This is an optimization exercise on Yosys and OpenROAD, whose aim is small area, a short achievable clock period and few clock cycles per item, not a production implementation.
Only simulation tests tie the RTL to the original design; equivalence was not proved.
No activity file was given, so power comes from the tool's default toggle rates.

## flow/design.v

```verilog
module cmix_mixer (
    input  wire        clk,
    input  wire        reset,
    input  wire [63:0] cmd,
    input  wire        cmd_valid,
    output wire        cmd_ready,
    output wire [31:0] rsp,
    output reg         rsp_valid
);
    localparam integer N  = 16;    
    localparam integer M  = 8;     
    localparam integer S  = 6;     
    localparam integer N2 = 8;     
    localparam [7:0] OP_SETY   = 8'h01;
    localparam [7:0] OP_ADD    = 8'h40;
    localparam [7:0] OP_SET    = 8'h42;
    localparam [7:0] OP_P      = 8'h43;
    localparam [7:0] OP_UPDATE = 8'h44;
    localparam [7:0] OP_SQUASH = 8'h50;
    localparam [2:0] ST_IDLE   = 3'd0;
    localparam [2:0] ST_UPD2   = 3'd1;   
    localparam [2:0] ST_DOT    = 3'd2;   
    localparam [2:0] ST_L2DOT  = 3'd3;   
    localparam [2:0] ST_L2BASE = 3'd4;   
    localparam [2:0] ST_L2OUT  = 3'd5;   
    localparam [2:0] ST_TRAIN  = 3'd6;   
    function [11:0] sq_knot(input [5:0] j);
        case (j)
            6'd0:  sq_knot = 12'd1;
            6'd1:  sq_knot = 12'd2;
            6'd2:  sq_knot = 12'd3;
            6'd3:  sq_knot = 12'd6;
            6'd4:  sq_knot = 12'd10;
            6'd5:  sq_knot = 12'd16;
            6'd6:  sq_knot = 12'd27;
            6'd7:  sq_knot = 12'd45;
            6'd8:  sq_knot = 12'd73;
            6'd9:  sq_knot = 12'd120;
            6'd10: sq_knot = 12'd194;
            6'd11: sq_knot = 12'd310;
            6'd12: sq_knot = 12'd488;
            6'd13: sq_knot = 12'd747;
            6'd14: sq_knot = 12'd1101;
            6'd15: sq_knot = 12'd1546;
            6'd16: sq_knot = 12'd2047;
            6'd17: sq_knot = 12'd2549;
            6'd18: sq_knot = 12'd2994;
            6'd19: sq_knot = 12'd3348;
            6'd20: sq_knot = 12'd3607;
            6'd21: sq_knot = 12'd3785;
            6'd22: sq_knot = 12'd3901;
            6'd23: sq_knot = 12'd3975;
            6'd24: sq_knot = 12'd4022;
            6'd25: sq_knot = 12'd4050;
            6'd26: sq_knot = 12'd4068;
            6'd27: sq_knot = 12'd4079;
            6'd28: sq_knot = 12'd4085;
            6'd29: sq_knot = 12'd4089;
            6'd30: sq_knot = 12'd4092;
            6'd31: sq_knot = 12'd4093;
            default: sq_knot = 12'd4094;
        endcase
    endfunction
    function signed [15:0] sat16(input signed [31:0] v);
        if (v > 32'sd32767)
            sat16 = 16'sh7fff;
        else if (v < -32'sd32768)
            sat16 = 16'sh8000;
        else
            sat16 = v[15:0];
    endfunction
    reg  signed [31:0] sq_in;
    reg         [11:0] sq_out;
    reg          [6:0] sq_w;
    reg          [5:0] sq_i;
    reg         [19:0] sq_acc;
    always @(*) begin
        sq_w   = sq_in[6:0];
        sq_i   = sq_in[12:7] + 6'd16;
        sq_acc = sq_knot(sq_i) * (8'd128 - {1'b0, sq_w}) + sq_knot(sq_i + 6'd1) * sq_w + 20'd64;
        if (sq_in >= 32'sd2047)
            sq_out = 12'd4095;
        else if (sq_in <= -32'sd2047)
            sq_out = 12'd0;
        else
            sq_out = sq_acc[18:7];
    end
    reg                y;
    reg         [31:0] res;
    reg  signed [15:0] wx  [0:M*N-1];
    reg  signed [15:0] tx  [0:N-1];
    reg          [2:0] cxt [0:S-1];
    reg         [11:0] pr  [0:S-1];
    reg          [4:0] nx;
    reg         [23:0] base;
    reg          [2:0] ncxt;
    reg  signed [15:0] wx2 [0:N2-1];
    reg  signed [15:0] tx2 [0:N2-1];
    reg          [3:0] nx2;
    reg         [11:0] base2;
    reg          [2:0] state;
    reg          [2:0] sel;        
    reg          [4:0] idx;        
    reg  signed [31:0] acc;        
    assign cmd_ready = (state == ST_IDLE);
    wire        [7:0] op = cmd[63:56];
    wire       [15:0] f_p = cmd[39:24];
    wire       [23:0] f_c = cmd[23:0];
    wire              accept = cmd_valid && cmd_ready;
    wire       [24:0] set_index = {1'b0, base} + {1'b0, f_c};
    wire        [4:0] nx_padded = (nx + 5'd7) & 5'b11000;
    wire signed [31:0] err1 = ($signed({19'd0, y, 12'd0}) - $signed({20'd0, pr[sel]})) * 32'sd7;
    wire signed [31:0] err2_x3 = ($signed({19'd0, y, 12'd0}) - $signed({20'd0, base2})) * 32'sd3;
    wire signed [31:0] err2 = (err2_x3 + {31'd0, err2_x3[31]}) >>> 1;
    wire signed [15:0] w_rd = wx[{cxt[sel], idx[3:0]}];
    reg  signed [15:0] tr_t;
    reg  signed [15:0] tr_w;
    reg  signed [31:0] tr_err;
    reg  signed [31:0] tr_prod;
    reg  signed [31:0] tr_h;
    reg  signed [31:0] tr_step;
    reg  signed [15:0] tr_new;
    always @(*) begin
        if (state == ST_UPD2) begin
            tr_t   = tx2[idx[2:0]];
            tr_w   = wx2[idx[2:0]];
            tr_err = err2;
        end else begin
            tr_t   = tx[idx[3:0]];
            tr_w   = w_rd;
            tr_err = err1;
        end
        tr_prod = tr_t * tr_err;
        tr_h    = (tr_prod <<< 1) >>> 16;
        tr_step = (tr_h + 32'sd1) >>> 1;
        tr_new  = sat16(tr_step + tr_w);
    end
    reg  signed [15:0] mul_a;
    reg  signed [15:0] mul_b;
    reg  signed [31:0] mul_p;
    reg  signed [31:0] pair_lo;
    wire signed [31:0] pair_sum = pair_lo + mul_p;
    always @(*) begin
        if (state == ST_L2DOT) begin
            mul_a = tx2[idx[2:0]];
            mul_b = wx2[idx[2:0]];
        end else begin
            mul_a = tx[idx[3:0]];
            mul_b = w_rd;
        end
        mul_p = mul_a * mul_b;
    end
    wire signed [31:0] dp = (acc * 32'sd9) >>> 9;
    always @(*) begin
        case (state)
            ST_DOT:    sq_in = dp;
            ST_L2BASE: sq_in = (acc * 32'sd15) >>> 13;
            ST_L2OUT:  sq_in = acc >>> 9;
            default:   sq_in = {{8{f_c[23]}}, f_c};
        endcase
    end
    integer k;
    always @(posedge clk) begin
        if (reset) begin
            y         <= 1'b0;
            res       <= 32'd0;
            nx        <= 5'd0;
            base      <= 24'd0;
            ncxt      <= 3'd0;
            nx2       <= 4'd0;
            base2     <= 12'd0;
            state     <= ST_IDLE;
            sel       <= 3'd0;
            idx       <= 5'd0;
            acc       <= 32'sd0;
            pair_lo   <= 32'sd0;
            rsp_valid <= 1'b0;
            for (k = 0; k < M*N; k = k + 1)
                wx[k] <= 16'sd512;
            for (k = 0; k < N2; k = k + 1)
                wx2[k] <= 16'sh7fff;
            for (k = 0; k < S; k = k + 1) begin
                pr[k]  <= 12'd0;
                cxt[k] <= 3'd0;
            end
        end else begin
            rsp_valid <= 1'b0;
            case (state)
                ST_IDLE: begin
                    if (accept) begin
                        case (op)
                            OP_SETY: begin
                                y         <= f_c[0];
                                rsp_valid <= 1'b1;
                            end
                            OP_ADD: begin
                                if (nx != N[4:0]) begin
                                    tx[nx[3:0]] <= f_p;
                                    nx          <= nx + 5'd1;
                                end
                                rsp_valid <= 1'b1;
                            end
                            OP_SET: begin
                                if (ncxt != S[2:0] && set_index < M) begin
                                    cxt[ncxt] <= set_index[2:0];
                                    ncxt      <= ncxt + 3'd1;
                                    base      <= base + {8'd0, f_p};
                                end
                                rsp_valid <= 1'b1;
                            end
                            OP_P: begin
                                for (k = 0; k < N; k = k + 1)
                                    if (k >= nx && k < nx_padded)
                                        tx[k] <= 16'sd0;
                                nx  <= nx_padded;
                                sel <= 3'd0;
                                idx <= 5'd0;
                                acc <= 32'sd0;
                                if (nx2 != 4'd0)
                                    state <= ST_UPD2;
                                else
                                    state <= ST_DOT;
                            end
                            OP_UPDATE: begin
                                sel <= 3'd0;
                                idx <= 5'd0;
                                if (ncxt == 3'd0 || nx == 5'd0) begin
                                    nx        <= 5'd0;
                                    base      <= 24'd0;
                                    ncxt      <= 3'd0;
                                    rsp_valid <= 1'b1;
                                end else begin
                                    state <= ST_TRAIN;
                                end
                            end
                            OP_SQUASH: begin
                                res       <= {20'd0, sq_out};
                                rsp_valid <= 1'b1;
                            end
                            default: begin
                                rsp_valid <= 1'b1;
                            end
                        endcase
                    end
                end
                ST_UPD2: begin
                    wx2[idx[2:0]] <= tr_new;
                    if (idx == {1'b0, nx2} - 5'd1) begin
                        nx2   <= 4'd0;
                        idx   <= 5'd0;
                        state <= ST_DOT;
                    end else begin
                        idx <= idx + 5'd1;
                    end
                end
                ST_DOT: begin
                    if (sel == ncxt) begin
                        for (k = 0; k < N2; k = k + 1)
                            if (k >= nx2)
                                tx2[k] <= 16'sd0;
                        nx2   <= N2[3:0];
                        idx   <= 5'd0;
                        acc   <= 32'sd0;
                        state <= ST_L2DOT;
                    end else if (idx < nx) begin
                        if (idx[0] == 1'b0)
                            pair_lo <= mul_p;
                        else
                            acc <= acc + (pair_sum >>> 8);
                        idx <= idx + 5'd1;
                    end else begin
                        pr[sel]          <= sq_out;
                        tx2[nx2[2:0]]    <= sat16(dp);
                        nx2              <= nx2 + 4'd1;
                        sel              <= sel + 3'd1;
                        idx              <= 5'd0;
                        acc              <= 32'sd0;
                    end
                end
                ST_L2DOT: begin
                    if (idx[0] == 1'b0)
                        pair_lo <= mul_p;
                    else
                        acc <= acc + (pair_sum >>> 8);
                    if (idx == N2 - 1)
                        state <= ST_L2BASE;
                    else
                        idx <= idx + 5'd1;
                end
                ST_L2BASE: begin
                    base2 <= sq_out;
                    state <= ST_L2OUT;
                end
                ST_L2OUT: begin
                    res       <= {20'd0, sq_out};
                    rsp_valid <= 1'b1;
                    state     <= ST_IDLE;
                end
                ST_TRAIN: begin
                    wx[{cxt[sel], idx[3:0]}] <= tr_new;
                    if (idx == nx - 5'd1) begin
                        idx <= 5'd0;
                        if (sel == ncxt - 3'd1) begin
                            nx        <= 5'd0;
                            base      <= 24'd0;
                            ncxt      <= 3'd0;
                            rsp_valid <= 1'b1;
                            state     <= ST_IDLE;
                        end else begin
                            sel <= sel + 3'd1;
                        end
                    end else begin
                        idx <= idx + 5'd1;
                    end
                end
                default: state <= ST_IDLE;
            endcase
        end
    end
    assign rsp = res;
endmodule
```

## flow/run.sh

```bash
#!/bin/bash
# synth_recipe.tcl (not shown) runs the flow's synth.tcl, then flattens the netlist and writes it again
# the make line also repeats each setting of config.mk as NAME=value (left out here)
make -C /OpenROAD-flow-scripts/flow DESIGN_CONFIG=/design/flow/config.mk WORK_HOME=/design/flow/orfs CLKGATE_MAP_FILE= SYNTH_SCRIPT=/design/flow/synth_recipe.tcl finish
```

## flow/config.mk

```make
export PLATFORM = sky130hd
export DESIGN_NAME = cmix_mixer
export DESIGN_NICKNAME = cmix_mixer
export VERILOG_FILES = /design/flow/design.v
export SDC_FILE = /design/flow/constraint.sdc
export NUM_CORES = 4
export LEC_CHECK = 0
export CAP_MARGIN = 20
export CORE_MARGIN = 2
export CORE_UTILIZATION = 30
export PLACE_DENSITY = 0.5
export SLEW_MARGIN = 20
```

## flow/constraint.sdc

```tcl
create_clock -name core_clock -period 17.0 [get_ports {clk}]
set_input_delay 3.4000 -clock core_clock [delete_from_list [all_inputs] [get_ports {clk}]]
set_output_delay 3.4000 -clock core_clock [all_outputs]
set_load 0.01 [all_outputs]
```

==> run summary <==
* Hold buffers post-CTS at 0
* First-pass GRT wire length at about 830000 um
* Slew Viols, Final at 0
* Mapped cell area at 0.159 mm^2
* Post-synth EDFFs at 2400
* DR WL/cell at 26.3 um
* Asr flop ratio synth at 0%
* Worst VDD drop at 0.392 mV
* Layout Nets at 16100
* Final HPWL DP at 387000 um
* Met3 Usage GRT at 3.25%
* FF+latch count, synth at 2818
* Port-buffer cells at 64
* Crit Path Max Fanout at 15
* Relative slew slack at 12.2%
* Die Wd at approximately 730 um
* Clock transition at path regs at 80 ps
* Pwr Density at 129 mW/mm^2
* Ports at 101
* Worst slew pin tran at 1310 ps
* Crit path arrival time at 16950 ps
* Cell count after synthesis at 14800
* Count leader, synth: nor2_1
* Leak at 0.0661 uW
* Clock insertion delay at the later pin of the skew report at about 990 ps
* Drt drc at 0
* Yosys Warn Count at 2
* Number of global-route vias before repair at 113000
* CP Capture Type: register
* Post-synthesis sequential area ratio at between 50% and 60%
* DR iter-0 viols at 13100
* CTS Root Cell: clkbuf_16
* Req. time, crit path at 17860 ps
* Fmax at ~62 MHz
* RSZ-0062 raised after global routing: no
* P&R area growth vs syn at 13.1%
* Routed Antenna Nets at 0
* Tightest Hold Check Type: register to register
* Fin Clk Skew at 111 ps
* Layer with the highest usage: met2
* Longest Clk Path Bufs at 4
* Crit path largest cell delay at 880 ps
* Global routing met1 resource utilization at 28.1%
* Slowest CP cell: a21oi_2
* Finished Cell Area at 0.180 mm^2
* Synth unique cells at 105
* Initial core utilization at 30.1%
* Share of layout cells above drive strength 1 at about 9%
* Clock tree from TritonCTS: built
* Via count at 116000
* Gr ovfl total at 0
* Crit Path Category: register to register
* Outcome: finished clean
* Area contributors post-synth: edfxtp_1 45%, fa_1 9.3%, nor2_1 6.8%, dfxtp_1 5.3%, ha_1 4.6%
* GR Layer Usage met2 at 34.2%
* H-tree level count at 5
* Rows at between 200 and 300
* Top cell by count, worst path: buf_4
* Length of the first detailed-routing pass in iterations at 6
* Commonest cells post-synth: 2856 x nor2_1, 2400 x edfxtp_1, 1685 x nand2_1
* Routed WL at 578000 um
* Largest net degree at the start of global routing at 185
* Initial antenna violation count at 18
* Setup_tns at 0 ps
* Fin. Hold Viols at 0
* Core area at 0.528 mm^2
* Clk sinks at 2818
* Tmin final at 16090 ps
* Dominant synthesized flop cell: edfxtp_1
* Tcrit/Tclk final at a little over nine tenths
* Critical Path Start Type: register
* Cell taking the most area after synthesis: edfxtp_1
* DR vias/cell at 5.30
* Placer Congestion at 0.893
* Final hold slack at between 400 and 500 ps
* Gr usage total at 21.1%
* Die area at 0.535 mm^2
* Setup violations, final at 0
* Post-DP Area at 0.169 mm^2
* Max-cap violations at 0
* Die H at 731 um
* Share of the synthesized area in the top cell type at 45.4%
* CTS Buf Count at ~310
* Syn Area/Cell at 10.7 um^2
-- metrics by stage --
step                      setup WS [ps]  util (%)  instances  power (uW)
final                               914      34.0      22000       23200
after global routing               10.6      34.0      22000       24300
after CTS                           618      33.9      21900       23200
after detailed placement            619      32.1      21400       16400
after global placement              394      32.0      21400       16400
after floorplan                    2750         -      14900       12900
-- sequential cells by signal, summed over array words and instances (netlist names), 3 cells and up, named ones only --
signal	flops
pr	96
tx2	128
state	3
ncxt	3
wx	2048
base2	12
idx	5
acc	32
tx	256
sel	3
wx2	128
nx2	4
res	12
nx	5
base	24
cxt	18
pair_lo	32
-- timing repair --
action	in CTS	in global routing
endpoints found under the setup margin	0	933
endpoints found under the hold margin	0	0
resized for setup	0	7
buffers inserted	0	22
-- kinds of logic after synthesis --
| logic type | synth area share, % |
|---|---|
| flip-flops | 50.7 |
| AND/OR/NAND/NOR | 14.4 |
| XOR/XNOR | 1.67 |
| multiplexers | 3.23 |
| other | 0.00236 |
| adder cells (fa/ha/maj) | 13.9 |
| buffers and inverters | 5.00 |
| AO/OA/AOI/OAI | 11.2 |
-- critical path, delay by kind of cell, from the launching register on --
kind / cells / cell delay (ps)
DFF: 1 / 300
xor gates and xnor gates: 3 / 750
and+or+nand+nor: 15 / 3580
muxes: 1 / 390
buffers and inverters: 13 / 2040
adders and majority gates: 10 / 4120
AOI/OAI and AO/OA: 16 / 4750
-- cells in the final DEF (no fill, tap or decap), types with 193 or more instances in the layout --
cell type | Yosys | final
nor2_1 | 2856 | 2828
edfxtp_1 | 2400 | 2400
nand2_1 | 1685 | 1675
inv_1 | 1042 | 1041
fa_1 | 737 | 737
a22oi_1 | 653 | 653
a21oi_1 | 632 | 610
ha_1 | 582 | 582
dfxtp_1 | 418 | 411
buf_4 | 24 | 406
clkbuf_16 | 0 | 316
a31oi_1 | 216 | 212
xnor2_1 | 204 | 204
a221oi_1 | 198 | 198
nand2b_1 | 215 | 193
-- metal layers --
metal	vias up	share of wire (%)	wire, um
li1	51500	-	-
met1	59100	41	236000
met2	4845	46	267000
met3	941	8.0	46200
met4	10	5.0	28700
met5	-	0.012	69
-- path summary, 6_finish.rpt --
path / startpoint / to / slack [ps] / depth (start not counted)
setup / recovery: sel[1]$_SDFFE_PP0P_ / acc[31]$_SDFFE_PP0P_ / 910 / 58
hold / removal: tx[12][0]$_SDFFE_PP0P_ / tx[12][0]$_SDFFE_PP0P_ / 450 / 2
setup reg to reg: sel[1]$_SDFFE_PP0P_ / acc[31]$_SDFFE_PP0P_ / 910 / 58
hold reg to reg: tx[12][0]$_SDFFE_PP0P_ / tx[12][0]$_SDFFE_PP0P_ / 450 / 2
-- layout make-up --
class	instances	area, um^2
Fill cell	53100	348000
Antenna cell	9	22.5
Inverter	1047	3930
Clock inverter	165	1500
Timing Repair Buffer	557	5370
Sequential cell	2818	80500
Tap cell	6994	8750
Clock buffer	402	8330
Multi-Input combinational cell	9971	71100
-- power breakdown --
group | internal (uW) | switching (uW)
clock network | 3710 | 3030
registers | 7730 | 73.6
logic | 2610 | 6060
total | 14100 | 9160
Testbench counts, summed over its fixed seeds: cycles 583,144, bits 2,400.

## static timing again, ports no longer ideal
The flow's constraints put no driver on any port. The routed layout listed below was extracted and timed again, unchanged, in two steps. Step 1 sets driving cells, clkbuf_16 on the clock port and buf_2 on the other inputs (assumed; they add their load-dependent delay and slew). Step 2 moves the port delays by t, midway between the first and last clock arrival at a register: inputs arrive t later, outputs are due t later. That takes back most of the time a late clock gives input paths. Slacks: no drivers / after step 1 / after step 2; pairs: no drivers / after step 1.
t (ns): 1.050
slack for setup (ns): 0.914 / 0.914 / 0.914
slew at the worst register clock pin (ns): 0.08 / 0.08
worst slew at a driven data input, ns: 0.25
After both steps this run still meets setup and hold. The setup slack of this run moves by 0.000 ns with the drivers and by 0.000 ns with both steps.
